This design comes from an exercise in tuning for small area and a short achievable clock period on the open sky130 flow, not from production work.
Only simulation tests tie the RTL to the original design; equivalence was not proved.

==> module sht_addf, before the edit <==
module sht_addf (
    input  wire        sd,
    input  wire        sf,
    input  wire [7:0]  e,
    input  wire [22:0] f,
    output wire [31:0] r
);
    function [63:0] inc;
        input [63:0] x;
        input        b;
        integer i;
        reg cy;
        begin
            cy = b;
            for (i = 0; i < 64; i = i + 1) begin
                inc[i] = x[i] ^ cy;
                cy = x[i] & cy;
            end
        end
    endfunction
    wire [3:0]  sh  = e[3:0] + 4'd9;              
    wire [39:0] dx  = {16'd0, 1'b1, f} << sh;
    wire        inv = sd & ~sf;
    wire [63:0] z   = inc({24'd0, dx ^ {40{inv}}}, inv);
    wire [3:0]  hi  = z[39:36] + ((sd & sf) ? 4'hF : 4'h1);
    wire [39:0] E   = {hi, z[35:0]};
    reg [4:0] lz;
    integer i;
    always @(*) begin
        lz = 5'd16;
        for (i = 23; i < 40; i = i + 1)
            if (E[i]) lz = 39 - i;
    end
    wire [39:0] nrm = E << lz;
    wire        g   = nrm[15];
    wire        st  = |nrm[14:0];
    wire        up  = g & (st | nrm[16]);
    wire [63:0] m   = inc({40'd0, nrm[39:16]}, up);
    wire [22:0] fo  = m[24] ? m[23:1] : m[22:0];
    wire [7:0]  eo  = 8'd135 - {3'd0, lz} + {7'd0, m[24]};
    assign r = {sf, eo, fo};
endmodule
make LEC_CHECK=0 CAP_MARGIN=20 CORE_MARGIN=2 CORE_UTILIZATION=40 CTS_CLUSTER_DIAMETER=40 CTS_CLUSTER_SIZE=10 SLEW_MARGIN=20 finish   # period 60.0 ns
run.sh (not shown) runs the stock make flow with config.mk's settings and CLKGATE_MAP_FILE= SYNTH_SCRIPT=/design/flow/synth_recipe.tcl, a recipe that flattens the netlist after the stock synthesis.
The starting point finished clean.
Next try:
--- a/flow/design.v
+++ b/flow/design.v
@@ -990,27 +990,55 @@
             end
         end
     endfunction
-    wire [3:0]  sh  = e[3:0] + 4'd9;              
-    wire [39:0] dx  = {16'd0, 1'b1, f} << sh;
-    wire        inv = sd & ~sf;
-    wire [63:0] z   = inc({24'd0, dx ^ {40{inv}}}, inv);
-    wire [3:0]  hi  = z[39:36] + ((sd & sf) ? 4'hF : 4'h1);
-    wire [39:0] E   = {hi, z[35:0]};
+    wire [23:0] md  = {1'b1, f};
+    wire        e5  = (e == 8'd132);
+    wire        e6  = (e == 8'd133);
+    wire        e7  = (e == 8'd134);
+    wire        mid = ~sd & (e6 | e7);
+    wire [3:0]  k   = (~sd & e5) ? 4'd1 : (4'd3 - e[3:0] + {3'd0, ~sd});    
+    wire [23:0] src = {md[23] & ~(~sd & e5), f};
+    wire [23:0] A   = src >> k;
+    reg  [23:0] po;                        
+    integer j;
+    always @(*) begin
+        po[0] = src[0];
+        for (j = 1; j < 24; j = j + 1) po[j] = po[j-1] | src[j];
+    end
+    wire [4:0]  km1 = {1'b0, k} - 5'd1;
+    wire        G   = (k != 4'd0) & src[km1[3:0]];
+    wire        St  = (k > 4'd1) & po[km1[3:0] - 4'd1];
+    wire [24:0] V   = {1'b0, md} + (e6 ? 25'h400000 : 25'h200000);
+    reg  [23:0] X;
+    reg         c;
+    always @(*) begin
+        if (mid) begin
+            X = V[24] ? V[24:1] : V[23:0];
+            c = V[24] & V[0] & V[1];
+        end else if (sd) begin
+            X = ~A;
+            c = ~G | (~St & ~A[0]);
+        end else begin
+            X = {1'b1, A[22:0]};
+            c = G & (St | A[0]);
+        end
+    end
+    wire [63:0] mr  = inc({40'd0, X}, c);
+    wire        ovf = mr[24] & ~sd;
+    wire [23:0] W = e5 ? {1'b0, f} : (e6 ? (f[22] ? {2'b10, f[21:0]} : {2'b01, f[21:0]}) : mr[23:0]);
     reg [4:0] lz;
     integer i;
     always @(*) begin
         lz = 5'd16;
-        for (i = 23; i < 40; i = i + 1)
-            if (E[i]) lz = 39 - i;
+        for (i = 8; i < 24; i = i + 1)
+            if (W[i]) lz = 23 - i;
     end
-    wire [39:0] nrm = E << lz;
-    wire        g   = nrm[15];
-    wire        st  = |nrm[14:0];
-    wire        up  = g & (st | nrm[16]);
-    wire [63:0] m   = inc({40'd0, nrm[39:16]}, up);
-    wire [22:0] fo  = m[24] ? m[23:1] : m[22:0];
-    wire [7:0]  eo  = 8'd135 - {3'd0, lz} + {7'd0, m[24]};
-    assign r = {sf, eo, fo};
+    wire [23:0] wn = W << lz;
+    wire [7:0]  en = (e6 ? 8'd133 : (e5 ? 8'd132 : 8'd131)) - {3'd0, lz};
+    wire [7:0]  ef = mid ? (e + {7'd0, V[24]} + {7'd0, ovf}) :
+                     sd  ? 8'd131 :
+                           ((e5 ? 8'd133 : 8'd132) + {7'd0, ovf});
+    wire        nr   = sd & ~(e < 8'd131);                                 
+    assign r = nr ? {sf, en, wn[22:0]} : {sf, ef, ovf ? 23'd0 : mr[22:0]};
 endmodule
 module sht20_codec (
     input  wire        clk,
What happened: Worst setup slack gains 4.6 ns; count of clock-buffer cells in the layout drops by 1; die area climbs by a few percent; utilization is about the same; routed wire length rose by roughly a tenth; maximum frequency climbs by a quarter to a third.

========
== beta ==
sht20_codec, a different RTL version from the one above (not shown whole).
Size in the first run: about 3200 cells after synthesis, roughly 290 flip-flops, ~120 I/O pins, about 23000 µm² of cells after synthesis.
==> module sht_mulf, before the edit <==
module sht_mulf (
    input  wire [7:0]  e,
    input  wire [22:0] f,
    input  wire [29:0] y,        
    output wire [7:0]  eo,
    output wire [22:0] fo
);
    wire        top = ({1'b1, f} >= 24'd9320676);     
    wire [47:0] p;
    sht_mulr u_r (.m({1'b1, f}), .y(y), .top(top), .p(p));
    wire [23:0] m   = top ? p[47:24] : p[46:23];
    wire        g   = top ? p[23] : p[22];            
    wire        st  = top ? (|f[21:0]) : (|f[20:0]);
    wire        tie = ~g & ~st;
    assign fo = {m[22:1], m[0] & ~tie};
    assign eo = e + {7'd0, top};
endmodule
==> module sht20_codec, before the edit <==
module sht20_codec (
    input  wire        clk,
    input  wire        rst,         
    input  wire        in_valid,
    input  wire [2:0]  op,
    input  wire [7:0]  a,
    input  wire [7:0]  b,
    output reg         out_valid,
    output reg         err,
    output reg  [15:0] raw_masked,
    output reg  [31:0] val0,
    output reg  [31:0] val1,
    output reg  [7:0]  ureg_out,
    output wire        otp_dis,
    output wire        htr_en,
    output wire        eob,
    output reg         res_valid,
    output wire [1:0]  res
);
    assign otp_dis = ureg_out[1];
    assign htr_en  = ureg_out[2];
    assign eob     = ureg_out[6];
    assign res     = {ureg_out[7], ureg_out[0]};
    reg        r0_v;
    reg [2:0]  r0_op;
    reg [7:0]  r0_a, r0_b;
    always @(posedge clk) begin
        r0_v  <= in_valid & ~rst;
        r0_op <= op;
        r0_a  <= a;
        r0_b  <= b;
    end
    wire [13:0] n = {r0_a, r0_b[7:2]};
    wire        is_rh = (r0_op == 3'd1);
    wire        is_u  = (r0_op == 3'd2) | (r0_op == 3'd3) | (r0_op == 3'd4) | (r0_op == 3'd5);
    wire        is_e  = (r0_op == 3'd6) | (r0_op == 3'd7);
    wire [1:0]  cls   = {is_u | is_e, is_rh | is_e};
    reg [7:0] new_ureg;
    always @(*) begin
        case (r0_op)
            3'd3:    new_ureg = (r0_a & 8'h7E) | {r0_b[1], 6'b000000, r0_b[0]};
            3'd4:    new_ureg = (r0_a & 8'hFB) | {5'b00000, r0_b[0], 2'b00};
            3'd5:    new_ureg = (r0_a & 8'hBF) | {1'b0, r0_b[0], 6'b000000};
            default: new_ureg = r0_a;
        endcase
    end
    wire [37:0] q1;
    wire [21:0] h1;
    sht_mulq u_mulq (.n(n), .big(n >= 14'd11935), .q(q1));
    sht_mulh u_mulh (.n(n), .h(h1));
    reg         r1_v;
    reg  [1:0]  r1_c;
    reg  [13:0] r1_pay;                   
    reg  [37:0] r1_q;
    always @(posedge clk) begin
        r1_v   <= r0_v & ~rst;
        r1_c   <= cls;
        r1_pay <= is_u ? {6'd0, new_ureg} : n;
        r1_q   <= is_rh ? {h1, 16'd0} : q1;
    end
    wire [37:0] mag2;
    wire s2 = (r1_c == 2'd1) ? (r1_pay <= 14'd786) : (r1_pay <= 14'd4368);    
    sht_abs u_abs (.q(r1_q), .n(r1_pay), .rh(r1_c == 2'd1), .s(s2), .mag(mag2));
    wire [7:0]  e3;
    wire [22:0] f3;
    sht_norm u_norm (.mag(mag2), .e(e3), .f(f3));
    reg         r3_v;
    reg  [1:0]  r3_c;
    reg  [13:0] r3_pay;
    reg  [31:0] r3_val0;
    always @(posedge clk) begin
        r3_v    <= r1_v & ~rst;
        r3_c    <= r1_c;
        r3_pay  <= r1_pay;
        r3_val0 <= {s2, e3, f3};
    end
    wire [29:0] y4;
    sht_mul51 u_m51 (.m({1'b1, r3_val0[22:0]}), .y(y4));
    reg         r4_v;
    reg  [1:0]  r4_c;
    reg  [13:0] r4_pay;
    reg  [31:0] r4_val0;
    reg  [29:0] r4_y;
    always @(posedge clk) begin
        r4_v    <= r3_v & ~rst;
        r4_c   <= r3_c;
        r4_pay  <= r3_pay;
        r4_val0 <= r3_val0;
        r4_y    <= y4;
    end
    wire [7:0]  e5;
    wire [22:0] f5;
    sht_mulf u_mulf (.e(r4_val0[30:23]), .f(r4_val0[22:0]), .y(r4_y), .eo(e5), .fo(f5));
    wire [31:0] fahr;
    sht_addf u_addf (.sd(r4_val0[31]), .sf(r4_pay <= 14'd2710), .e(e5), .f(f5), .r(fahr));
    wire meas = ~r4_c[1];
    wire u5   = (r4_c == 2'd2);
    always @(posedge clk) begin
        out_valid  <= r4_v & ~rst;
        err        <= (r4_c == 2'd3);
        raw_masked <= meas ? {r4_pay, 2'b00} : 16'd0;
        val0       <= meas ? r4_val0 : 32'd0;
        val1       <= (r4_c == 2'd0) ? fahr : 32'd0;
        ureg_out   <= u5 ? r4_pay[7:0] : 8'd0;
        res_valid  <= u5;
    end
endmodule
Settings: LEC_CHECK=0, ABC_AREA=1, CAP_MARGIN=20, CORE_MARGIN=2, CORE_UTILIZATION=65, CTS_BUF_LIST=sky130_fd_sc_hd__clkbuf_8, CTS_CLUSTER_DIAMETER=60, CTS_CLUSTER_SIZE=20, SLEW_MARGIN=20; clock period 60.0 ns.
standard.sh (not shown) runs the stock make flow with config.mk's settings and CLKGATE_MAP_FILE= SYNTH_SCRIPT=/design/flow/synth_recipe.tcl, a recipe that flattens the netlist after the stock synthesis.
==> flow/flow/run.sh <==
#!/bin/bash
# The standard layout (the standard.sh, unchanged synthesis and steps), except that
# the port buffers that global placement inserts on every input and output are plain
# sky130_fd_sc_hd__buf_2 cells instead of the resizer's default pick.
set -euo pipefail
export BUFFER_PORTS_ARGS="-buffer_cell sky130_fd_sc_hd__buf_2"
bash standard.sh > standard.log 2>&1
beta reached the final stage; the timing, design-rule and antenna checks on its layout passed.
Setup changes, beta to epsilon
diff --git a/flow/design.v b/flow/design.v
--- a/flow/design.v
+++ b/flow/design.v
@@ -46,10 +46,10 @@
     wire [47:0] p;
     sht_mulr u_r (.m({1'b1, f}), .y(y), .top(top), .p(p));
-    wire [23:0] m   = top ? p[47:24] : p[46:23];
+    wire [23:0] m   = p[47] ? p[47:24] : p[46:23];
     wire        g   = top ? p[23] : p[22];            
     wire        st  = top ? (|f[21:0]) : (|f[20:0]);
     wire        tie = ~g & ~st;
     assign fo = {m[22:1], m[0] & ~tie};
-    assign eo = e + {7'd0, top};
+    assign eo = e + {7'd0, p[47]};
 endmodule
 module sht_mulq (
@@ -1128,15 +1128,29 @@
     wire [22:0] f5;
     sht_mulf u_mulf (.e(r4_val0[30:23]), .f(r4_val0[22:0]), .y(r4_y), .eo(e5), .fo(f5));
+    reg         r5_v;
+    reg  [1:0]  r5_c;
+    reg  [13:0] r5_pay;
+    reg  [31:0] r5_val0;
+    reg  [7:0]  r5_e;
+    reg  [22:0] r5_f;
+    always @(posedge clk) begin
+        r5_v    <= r4_v & ~rst;
+        r5_c   <= r4_c;
+        r5_pay  <= r4_pay;
+        r5_val0 <= r4_val0;
+        r5_e    <= e5;
+        r5_f    <= f5;
+    end
     wire [31:0] fahr;
-    sht_addf u_addf (.sd(r4_val0[31]), .sf(r4_pay <= 14'd2710), .e(e5), .f(f5), .r(fahr));
-    wire meas = ~r4_c[1];
-    wire u5   = (r4_c == 2'd2);
+    sht_addf u_addf (.sd(r5_val0[31]), .sf(r5_pay <= 14'd2710), .e(r5_e), .f(r5_f), .r(fahr));
+    wire meas = ~r5_c[1];
+    wire u5   = (r5_c == 2'd2);
     always @(posedge clk) begin
-        out_valid  <= r4_v & ~rst;
-        err        <= (r4_c == 2'd3);
-        raw_masked <= meas ? {r4_pay, 2'b00} : 16'd0;
-        val0       <= meas ? r4_val0 : 32'd0;
-        val1       <= (r4_c == 2'd0) ? fahr : 32'd0;
-        ureg_out   <= u5 ? r4_pay[7:0] : 8'd0;
+        out_valid  <= r5_v & ~rst;
+        err        <= (r5_c == 2'd3);
+        raw_masked <= meas ? {r5_pay, 2'b00} : 16'd0;
+        val0       <= meas ? r5_val0 : 32'd0;
+        val1       <= (r5_c == 2'd0) ? fahr : 32'd0;
+        ureg_out   <= u5 ? r5_pay[7:0] : 8'd0;
         res_valid  <= u5;
     end
==> run summary <==
Between epsilon and beta, the core utilization figures differ only marginally.
Compared epsilon vs beta, and sequential share of cell area is up in epsilon.
Total of fill cells in the finished design: epsilon vs beta up 298
epsilon reports its last element of the critical path as ureg_out[6] while beta reports val1[26].
epsilon against beta: post-synthesis share of cell area spent on xor and xnor gates went up; met2 wirelength from detailed routing picked up an extra 160 µm.
Compared to beta, epsilon shows a wider setup margin.
Summary of epsilon over beta: growth of design area from synthesis to finish ~0 delta, portion of the layout cell area used by non-clock buffers dropped 0.26 points.
Routed wire length: epsilon vs beta — no meaningful difference

afterwards: timing with drivers on the ports:
The flow's constraints put no driver on any port. The routed layouts listed below were extracted and timed again, unchanged, in two steps.
Step 1: set_driving_cell puts a clkbuf_16 on clk and a buf_2 on each other input, an assumption about the parent block.
Step 2 moves the port delays by t, midway between the first and last clock arrival at a register: inputs arrive t later, outputs are due t later. That takes back most of the time a late clock gives input paths.
a / b / c = ideal / step 1 / step 2; a / b = the first two.
run	shift t [ns]	slack for setup (ns)	worst setup path after step 2	slew at the worst register clock pin (ns)	worst data-port slew with drivers (ns)
the first run of note 1	0.635	41.952 / 41.952 / 41.952	register to register	0.05 / 0.05	0.06
the second run of note 1	0.661	46.504 / 46.443 / 47.104	register to output	0.05 / 0.05	0.05
beta	0.663	46.175 / 46.175 / 46.175	register to register	0.12 / 0.12	0.03
epsilon	0.686	46.844 / 46.792 / 47.479	register to output	0.11 / 0.11	0.03
After both steps every run listed still meets setup and hold.
